Source: an optimization exercise on an open RTL-to-GDS flow (aim: small area and few clock cycles). Production flows keep margins and buffers that such runs may drop.
The RTL was checked by simulation tests, not by an equivalence proof against the original design.
Power figures rest on the tool's default switching activity, not on a simulated workload.

## old
Design opc2ser, start of the top module:
module opc2ser #(
    parameter RXBUF_SIZE = 128
) (
    input  wire        clk,
    input  wire        rst,
    input  wire [1:0]  cfg_protocol,
    input  wire [7:0]  cfg_channel,
    input  wire [15:0] cfg_hs_timeout_ms,
    input  wire        dg_valid,
    output wire        dg_ready,
    input  wire [7:0]  dg_data,
    input  wire        dg_last,
    input  wire        dg_keep,
    output wire        tx_valid,
    input  wire        tx_ready,
    output reg  [7:0]  tx_data,
    output wire        tx_last,
    input  wire        srx_valid,
    input  wire [7:0]  srx_data,
    input  wire        tick_ms,
    output wire [1:0]  hs_state,
    output wire [2:0]  hs_cause,
    output wire        session_abort,
    output wire        busy,
    output wire [3:0]  err_code,
    output wire        warn3,
    output reg         evt_accept,
    output reg         evt_drop,
    output wire        evt_warn,
    output reg         evt_sent
);
Size in the first run: about 2200 cells after synthesis, ~1100 flip-flops, ~77 I/O pins, about 0.030 mm² of cells after synthesis.
clock: 12.0 ns
lec_check: 0
cap_margin: 20
core_margin: 2
core_utilization: 55
place_density: 0.7
slew_margin: 20
standard.sh (not shown) runs the stock make flow with config.mk's settings and CLKGATE_MAP_FILE= SYNTH_SCRIPT=/design/flow/synth_recipe.tcl, a recipe that flattens the netlist after the stock synthesis.
==> flow/flow/run.sh <==
#!/bin/bash
# The standard layout (standard.sh) with these changes, all made through
# ORFS's own variables:
#  - synthesis maps logic with an area-oriented ABC script (flow/abc_map.script
#    in place of ORFS's abc_speed.script); the Yosys steps, and so the
#    registers, are those of the standard synthesis;
#  - ports are buffered with buf_1;
#  - clock tree synthesis uses larger sink clusters and no dummy loads.
# make's output goes to make_synth.log and make_finish.log here; each tool's
# own log is in orfs/logs/.
set -euo pipefail
here=$(pwd)
rm -rf "$here/scripts_area"
cp -r "$FLOW_HOME/scripts" "$here/scripts_area"
cp "$here/flow/abc_map.script" "$here/scripts_area/abc_speed.script"
sed "s#CLKGATE_MAP_FILE= #CLKGATE_MAP_FILE= SCRIPTS_DIR=$here/scripts_area #" standard.sh > synth_area.sh
export BUFFER_PORTS_ARGS="-buffer_cell sky130_fd_sc_hd__buf_1"
export CTS_ARGS="-sink_clustering_enable -repair_clock_nets -sink_clustering_size 30 -sink_clustering_max_diameter 80 -dont_use_dummy_load"
bash synth_area.sh synth > make_synth.log 2>&1
bash standard.sh finish > make_finish.log 2>&1
==> flow/flow/abc_map.script <==
&get -n
&st
&dch
&nf -R 1000
&put
Testbench counts of old, summed over its fixed seeds: cycles 102,288.
## Diff of input files: new against old
--- a/flow/design.v
+++ b/flow/design.v
@@ -96,16 +96,15 @@
     assign session_abort = (hs == HS_FAILED);
     reg          recv, send;           
     reg  [2:0]   ph;                   
     reg          chan_bad, cmd_bad, big;
     reg  [6:0]   len7;                 
     reg  [6:0]   need;                 
     reg  [8*PMAX-1:0] ring;            
-    reg  [55:0]  dl;                   
-    reg  [6:0]   dv;                   
+    reg  [63:0]  stg;                  
     reg  [2:0]   rc;                   
     reg  [2:0]   phi0;                 
     reg  [6:0]   wcnt;                 
     reg  [6:0]   rcnt;                 
     reg  [7:0]   outb;                 
     reg          outv;
     reg          tt;                   
@@ -140,37 +139,27 @@
     wire len_nz   = (len7 != 7'd0);
     wire rd_last  = (rcnt == len7);    
     assign tx_valid = send && (outv || !in_pay);
     wire tx_beat  = tx_valid && tx_ready;
     wire fin      = (ada && ((in_pay && rd_last) || (hdr_last && !len_nz))) ||
                     (in_trl && (tpm || tt));
     assign tx_last = fin;
-    reg  [2:0] old;
-    always @(*) begin
-        casez (dv)
-            7'b1??????: old = 3'd6;
-            7'b01?????: old = 3'd5;
-            7'b001????: old = 3'd4;
-            7'b0001???: old = 3'd3;
-            7'b00001??: old = 3'd2;
-            7'b000001?: old = 3'd1;
-            default:    old = 3'd0;
-        endcase
-    end
-    wire       stg_v = (dv != 7'd0);
+    wire [2:0] arr   = len7[2:0] - need[2:0];      
+    wire       stg_v = (arr != wcnt[2:0]);          
     reg  [7:0] stg_o;
     always @(*) begin
-        case (old)
-            3'd0: stg_o = dl[8*0 +: 8];
-            3'd1: stg_o = dl[8*1 +: 8];
-            3'd2: stg_o = dl[8*2 +: 8];
-            3'd3: stg_o = dl[8*3 +: 8];
-            3'd4: stg_o = dl[8*4 +: 8];
-            3'd5: stg_o = dl[8*5 +: 8];
-            default: stg_o = dl[8*6 +: 8];
+        case (wcnt[2:0])
+            3'd0: stg_o = stg[8*0 +: 8];
+            3'd1: stg_o = stg[8*1 +: 8];
+            3'd2: stg_o = stg[8*2 +: 8];
+            3'd3: stg_o = stg[8*3 +: 8];
+            3'd4: stg_o = stg[8*4 +: 8];
+            3'd5: stg_o = stg[8*5 +: 8];
+            3'd6: stg_o = stg[8*6 +: 8];
+            default: stg_o = stg[8*7 +: 8];
         endcase
     end
     wire [2:0] wph = phi0 + wcnt[2:0];
     wire       wr  = (rc == wph) && (stg_v || pay_in);
     wire [7:0] din = stg_v ? stg_o : dg_data;
     wire [8*PMAX-1:0] ring_n;
     wire [8*NR-1:0]   port;
@@ -184,22 +173,17 @@
                                        ws ? din : ring[B + 8*(L-1) +: 8]};
             assign port[8*gi +: 8] = ring[B +: 8];
         end
     endgenerate
     always @(posedge clk) begin
         ring <= ring_n;
     end
-    wire [6:0] dv_k = ~({7{wr && stg_v}} & (7'd1 << old));
-    wire       hdr3 = kb && (ph == 3'd3);
     always @(posedge clk) begin
-        dl <= {dl[47:0], dg_data};
-        if (hdr3)
-            dv <= 7'd0;
-        else
-            dv <= {dv[5:0] & dv_k[5:0], pay_in && !(wr && !stg_v)};
+        if (pay_in)
+            stg[8*arr +: 8] <= dg_data;
     end
     wire [2:0] rph   = phi0 + 3'd1 + rcnt[2:0];
     wire       take  = tx_beat && in_pay;
     wire       fetch = send && (wcnt != rcnt) && (rc == rph) && (!outv || take);
     wire [2:0] phi0_n = rc + dg_data[2:0] + (tpm ? 3'd3 : 3'd5);
     wire [15:0] dr;                    
     wire [6:0]  lq;
==> comparison <==
Diff old -> new | area growth from synthesis to final layout | increase of 0.54 points
Power: new draws more than old
| worst-case hold slack | old vs new | ≈ equal |
Between old and new, the flow reports largest net degree at the start of global routing increasing slightly.
In new, actual slew at the worst max-slew pin is higher than in old.
Compared with old, new shows wire length higher by about 13%.
Between old and new, synthesized cell area is lower for old, new comes in above that.
Post-synthesis sequential element count: old vs new — no meaningful difference
Between old and new, the flip-flop and latch count does not differ in any meaningful way.
Count of placed standard cells in the final layout, fillers left out up 250 in new wrt old
Testbench counts of new, summed over its fixed seeds: cycles 102,288.

[afterwards: timing with drivers on the ports]
No port has a modelled driver above. Below, the same layouts with a new extraction and two added sets of constraints.
Step 1 assumes that a clkbuf_16 drives the clock port and a buf_2 every other input.
Step 2 also shifts input and output timing later by t, the mid clock arrival at the registers, as if the neighbouring blocks saw the same clock.
Slacks: ideal ports / drivers / drivers and shift; pairs: ideal ports / drivers.
| run | t (ns) | setup slack, ns | hold WS [ns] | slew at the worst register clock pin (ns) | worst data-port slew with drivers (ns) |
|---|---|---|---|---|---|
| old | 0.648 | 1.849 / 1.884 / 1.236 | 0.285 / 0.285 / 0.285 | 0.11 / 0.11 | 0.04 |
| new | 0.650 | 1.720 / 1.754 / 1.104 | 0.284 / 0.284 / 0.284 | 0.11 / 0.11 | 0.04 |
After both steps setup and hold are still met in every run listed. For new, which loses most, drivers alone change the setup slack by +0.034 ns; drivers and shift together by -0.616 ns.
